Background: an optimization exercise with open tools, aiming at small area. Do not read the settings as production practice. Function was checked by simulation only, so behaviour that the tests miss may differ from the original. Power figures rest on the tool's default switching activity, not on a simulated workload. The flow treats the clock pin as an ideal source, which a real chip does not have.

Design urabros_link, start of the top module:
module urabros_link (
    input  wire        clk,
    input  wire        rst,
    input  wire        link_close,
    input  wire        rx_valid,
    input  wire [7:0]  rx_data,
    output wire        ev_valid,
    output wire [2:0]  ev_kind,
    output wire [7:0]  ev_opcode,
    output wire [7:0]  ev_n,
    output wire [10:0] ev_len,
    output wire [7:0]  ev_byte,
    output wire [15:0] ev_crc_rx,
    output wire [15:0] ev_crc_calc,
    input  wire [7:0]  rd_addr,
    output reg  [7:0]  rd_data,
    input  wire        tx_cmd_valid,
    input  wire [7:0]  tx_cmd_opcode,
    input  wire [15:0] tx_cmd_args_len,
    output wire        tx_cmd_ready,
    input  wire        tx_arg_valid,
    input  wire [7:0]  tx_arg_data,
    output wire        tx_arg_ready,
    output wire        tx_out_valid,
    output wire [7:0]  tx_out_data,
    input  wire        tx_out_ready,
    output wire        tx_ev_valid,
    output wire [2:0]  tx_ev_kind,
    output wire [15:0] tx_ev_args_len,
    input  wire        g_init,
    input  wire        g_en,
    input  wire [7:0]  g_data,
    output wire [15:0] g_crc_out
);
    localparam [15:0] CRC_INIT = 16'hFFFF;
    localparam [2:0] EV_NONE    = 3'd0;
    localparam [2:0] EV_TEXT    = 3'd1;
    localparam [2:0] EV_FRAME   = 3'd2;
    localparam [2:0] EV_EMPTY   = 3'd3;
    localparam [2:0] EV_BADMARK = 3'd4;
    localparam [2:0] EV_TRUNC   = 3'd5;
    localparam [2:0] EV_CRCERR  = 3'd6;
    localparam [2:0] RX_AWAIT = 3'd0;
    localparam [2:0] RX_TEXT  = 3'd1;
    localparam [2:0] RX_BLEN  = 3'd2;
    localparam [2:0] RX_FOPC  = 3'd3;    
    localparam [2:0] RX_FARG  = 3'd4;    
    localparam [2:0] RX_FTLO  = 3'd5;    
    localparam [2:0] TX_IDLE  = 3'd0;
    localparam [2:0] TX_LEN   = 3'd1;
    localparam [2:0] TX_OPC   = 3'd2;
    localparam [2:0] TX_ARGS  = 3'd3;
    localparam [2:0] TX_CRCHI = 3'd4;
    localparam [2:0] TX_CRCLO = 3'd5;
    reg [2:0]   rx_state;
    reg [7:0]   rx_cnt;      
    reg [7:0]   rx_len;      
    reg [7:0]   rx_opc;
    reg [15:0]  rx_crc;
    reg [2:0]   ev_k;        
    reg [8*255-1:0] rx_buf;  
    reg [8*256-1:0] ev_buf;  
  ...
For scale: ~6100 cells after synthesis, about 4200 flip-flops, roughly 190 I/O pins, ~140000 µm² of cells after synthesis.
make LEC_CHECK=0 CAP_MARGIN=20 CORE_MARGIN=2 CORE_UTILIZATION=60 CTS_BUF_LIST=sky130_fd_sc_hd__clkbuf_16 CTS_CLUSTER_DIAMETER=100 CTS_CLUSTER_SIZE=24 PLACE_DENSITY=0.7 SLEW_MARGIN=20 SYNTH_HIERARCHICAL=1 finish   # period 10.0 ns
run.sh (not shown) runs the stock make flow with config.mk's settings and CLKGATE_MAP_FILE= SYNTH_SCRIPT=/design/flow/synth_recipe.tcl, a recipe that flattens the netlist after the stock synthesis.
Change:
--- a/flow/config.mk
+++ b/flow/config.mk
@@ -10,5 +10 @@
-export CORE_UTILIZATION = 60
-export CTS_BUF_LIST = sky130_fd_sc_hd__clkbuf_16
-export CTS_CLUSTER_DIAMETER = 100
-export CTS_CLUSTER_SIZE = 24
-export PLACE_DENSITY = 0.7
+export CORE_UTILIZATION = 45
=> Via count came out higher by 2.3%. Clock-buffer cell count came out higher by 288. Synthesized cell count does not change. Cell area came out higher by 5.9%. Routed wire length came out higher by 4.1%. Synthesized area is unchanged. Global-route usage came out lower by 5.8 points.
Change:
==> flow/flow/run.sh (new file) <==
#!/bin/bash
# The standard layout, except that clock tree synthesis adds no dummy
# loads to balance the tree. All tool output goes to standard.log here and
# to ORFS's per-step logs under orfs/logs/.
set -uo pipefail
export CTS_ARGS="-sink_clustering_enable -repair_clock_nets -dont_use_dummy_load -sink_clustering_size 30 -sink_clustering_max_diameter 80 -buf_list sky130_fd_sc_hd__clkbuf_16"
bash standard.sh > standard.log 2>&1
==> flow/standard.sh (new file) <==
#!/bin/bash
# synth_recipe.tcl (not shown) runs the flow's synth.tcl, then flattens the netlist and writes it again
# the make line also repeats each setting of config.mk as NAME=value (left out here)
make -C /OpenROAD-flow-scripts/flow DESIGN_CONFIG=/design/flow/config.mk WORK_HOME=/design/flow/orfs CLKGATE_MAP_FILE= SYNTH_SCRIPT=/design/flow/synth_recipe.tcl "${@:-finish}"
--- a/flow/config.mk
+++ b/flow/config.mk
@@ -10 +10,5 @@
-export CORE_UTILIZATION = 45
+export CORE_UTILIZATION = 60
+export CTS_BUF_LIST = sky130_fd_sc_hd__clkbuf_16
+export CTS_CLUSTER_DIAMETER = 80
+export CTS_CLUSTER_SIZE = 30
+export PLACE_DENSITY = 0.7
removed: flow/run.sh
Die area drops by a quarter to a third.
Total power drops by about a fifth.
Final cell count drops by about a fifth.
Cell area drops by a few percent.
Routed wire length drops by a few percent.
Clock skew barely changes.
Critical path depth stays the same.
Sequential cell count is unchanged.
Clock-buffer cell count drops by 320.
Setup slack got worse by 0.044 ns.

* * *

== nickel ==
urabros_link again, from the RTL that the note above started with.
==> flow/design.v (excerpt) <==
module urabros_link (
    input  wire        clk,
    input  wire        rst,
    input  wire        link_close,
    input  wire        rx_valid,
    input  wire [7:0]  rx_data,
    output wire        ev_valid,
    output wire [2:0]  ev_kind,
    output wire [7:0]  ev_opcode,
    output wire [7:0]  ev_n,
    output wire [10:0] ev_len,
    output wire [7:0]  ev_byte,
    output wire [15:0] ev_crc_rx,
    output wire [15:0] ev_crc_calc,
    input  wire [7:0]  rd_addr,
    output reg  [7:0]  rd_data,
    input  wire        tx_cmd_valid,
    input  wire [7:0]  tx_cmd_opcode,
    input  wire [15:0] tx_cmd_args_len,
    output wire        tx_cmd_ready,
    input  wire        tx_arg_valid,
    input  wire [7:0]  tx_arg_data,
    output wire        tx_arg_ready,
    output wire        tx_out_valid,
    output wire [7:0]  tx_out_data,
    input  wire        tx_out_ready,
    output wire        tx_ev_valid,
    output wire [2:0]  tx_ev_kind,
    output wire [15:0] tx_ev_args_len,
    input  wire        g_init,
    input  wire        g_en,
    input  wire [7:0]  g_data,
    output wire [15:0] g_crc_out
);
    localparam [15:0] CRC_INIT = 16'hFFFF;
    localparam [2:0] EV_NONE    = 3'd0;
    localparam [2:0] EV_TEXT    = 3'd1;
    localparam [2:0] EV_FRAME   = 3'd2;
    localparam [2:0] EV_EMPTY   = 3'd3;
    localparam [2:0] EV_BADMARK = 3'd4;
    localparam [2:0] EV_TRUNC   = 3'd5;
    localparam [2:0] EV_CRCERR  = 3'd6;
    localparam [2:0] RX_AWAIT = 3'd0;
    localparam [2:0] RX_TEXT  = 3'd1;
    localparam [2:0] RX_BLEN  = 3'd2;
    localparam [2:0] RX_FOPC  = 3'd3;    
  ...
export LEC_CHECK = 0
export CAP_MARGIN = 20
export CORE_MARGIN = 2
export CORE_UTILIZATION = 65
export CTS_BUF_LIST = sky130_fd_sc_hd__clkbuf_16
export CTS_CLUSTER_DIAMETER = 80
export CTS_CLUSTER_SIZE = 30
export PLACE_DENSITY = 0.75
export SLEW_MARGIN = 20
export SYNTH_HIERARCHICAL = 1
create_clock -name core_clock -period 10.0 [get_ports {clk}]
standard.sh (not shown) runs the stock make flow with config.mk's settings and CLKGATE_MAP_FILE= SYNTH_SCRIPT=/design/flow/synth_recipe.tcl, a recipe that flattens the netlist after the stock synthesis.
==> flow/flow/run.sh <==
#!/bin/bash
# The standard layout, except that clock tree synthesis adds no dummy
# loads to balance the tree. All tool output goes to standard.log here and
# to ORFS's per-step logs under orfs/logs/.
set -uo pipefail
export CTS_ARGS="-sink_clustering_enable -repair_clock_nets -dont_use_dummy_load -sink_clustering_size 30 -sink_clustering_max_diameter 80 -buf_list sky130_fd_sc_hd__clkbuf_16"
bash standard.sh > standard.log 2>&1
Both conditions hold for nickel: the flow ran to the end and the final layout passed the timing, DRC and antenna checks.
Relative to nickel, the following input files were edited for harbor:
- CTS_CLUSTER_DIAMETER changed from 80 to 100
- CORE_UTILIZATION changed from 65 to 60
- PLACE_DENSITY changed from 0.75 to 0.7
- CTS_CLUSTER_SIZE changed from 30 to 24
==> flow/flow/run.sh <==
#!/bin/bash
# The standard layout, except that clock tree synthesis adds no dummy
# loads to balance the tree. All tool output goes to standard.log here and
# to ORFS's per-step logs under orfs/logs/.
set -uo pipefail
export CTS_ARGS="-sink_clustering_enable -repair_clock_nets -dont_use_dummy_load -sink_clustering_size 24 -sink_clustering_max_diameter 100 -buf_list sky130_fd_sc_hd__clkbuf_16"
bash standard.sh > standard.log 2>&1
### Flow results
harbor: done, clean on timing, DRC and antenna
nickel has a higher via density per instance than harbor.
Lower biggest fanout along the worst timing path goes to nickel over harbor.
Going from nickel to harbor, total number of placement rows has increased; total global-route track usage has decreased; clock slew seen by the registers of the worst setup and hold paths has remained practically unchanged; number of buffers created by CTS has increased.
The area taken by flip-flops and latches on nickel is in line with that on harbor.
harbor gives more largest net degree at the start of global routing than nickel did.
Setup slack: harbor less than nickel
Final cell area: harbor above nickel
Measured against each other, harbor and nickel differ in clock power share, the higher figure coming from harbor.

[port drivers added, routing unchanged]
Ports are ideal in the flow. The routed layouts listed here were re-timed in OpenROAD. Step 1: set_driving_cell puts a clkbuf_16 on clk and a buf_2 on each other input, an assumption about the parent block. Step 2, shift: input delay + t, output delay - t, t = (earliest + latest rising clock arrival at the registers) / 2. This alone moves slack from input paths to output paths. Three values: ideal, step 1, step 2; two values: the first two.
run	t, ns	setup WS [ns]	worst hold slack (ns)	latest minus earliest clock arrival (ns)
the first run of note 1	0.960	1.877 / 1.949 / 0.989	0.426 / 0.426 / 0.426	0.071 / 0.071
the second run of note 1	1.027	1.938 / 2.012 / 0.984	0.373 / 0.373 / 0.373	0.111 / 0.111
the third run of note 1	0.942	1.894 / 1.975 / 1.034	0.394 / 0.394 / 0.394	0.113 / 0.113
nickel	0.930	2.054 / 2.111 / 1.181	0.407 / 0.407 / 0.407	0.090 / 0.090
harbor	0.926	1.970 / 2.045 / 1.119	0.392 / 0.392 / 0.392	0.134 / 0.134
After both steps setup and hold are still met in every run listed. For the second run of note 1, which loses most, drivers alone change the setup slack by +0.074 ns; drivers and shift together by -0.954 ns.
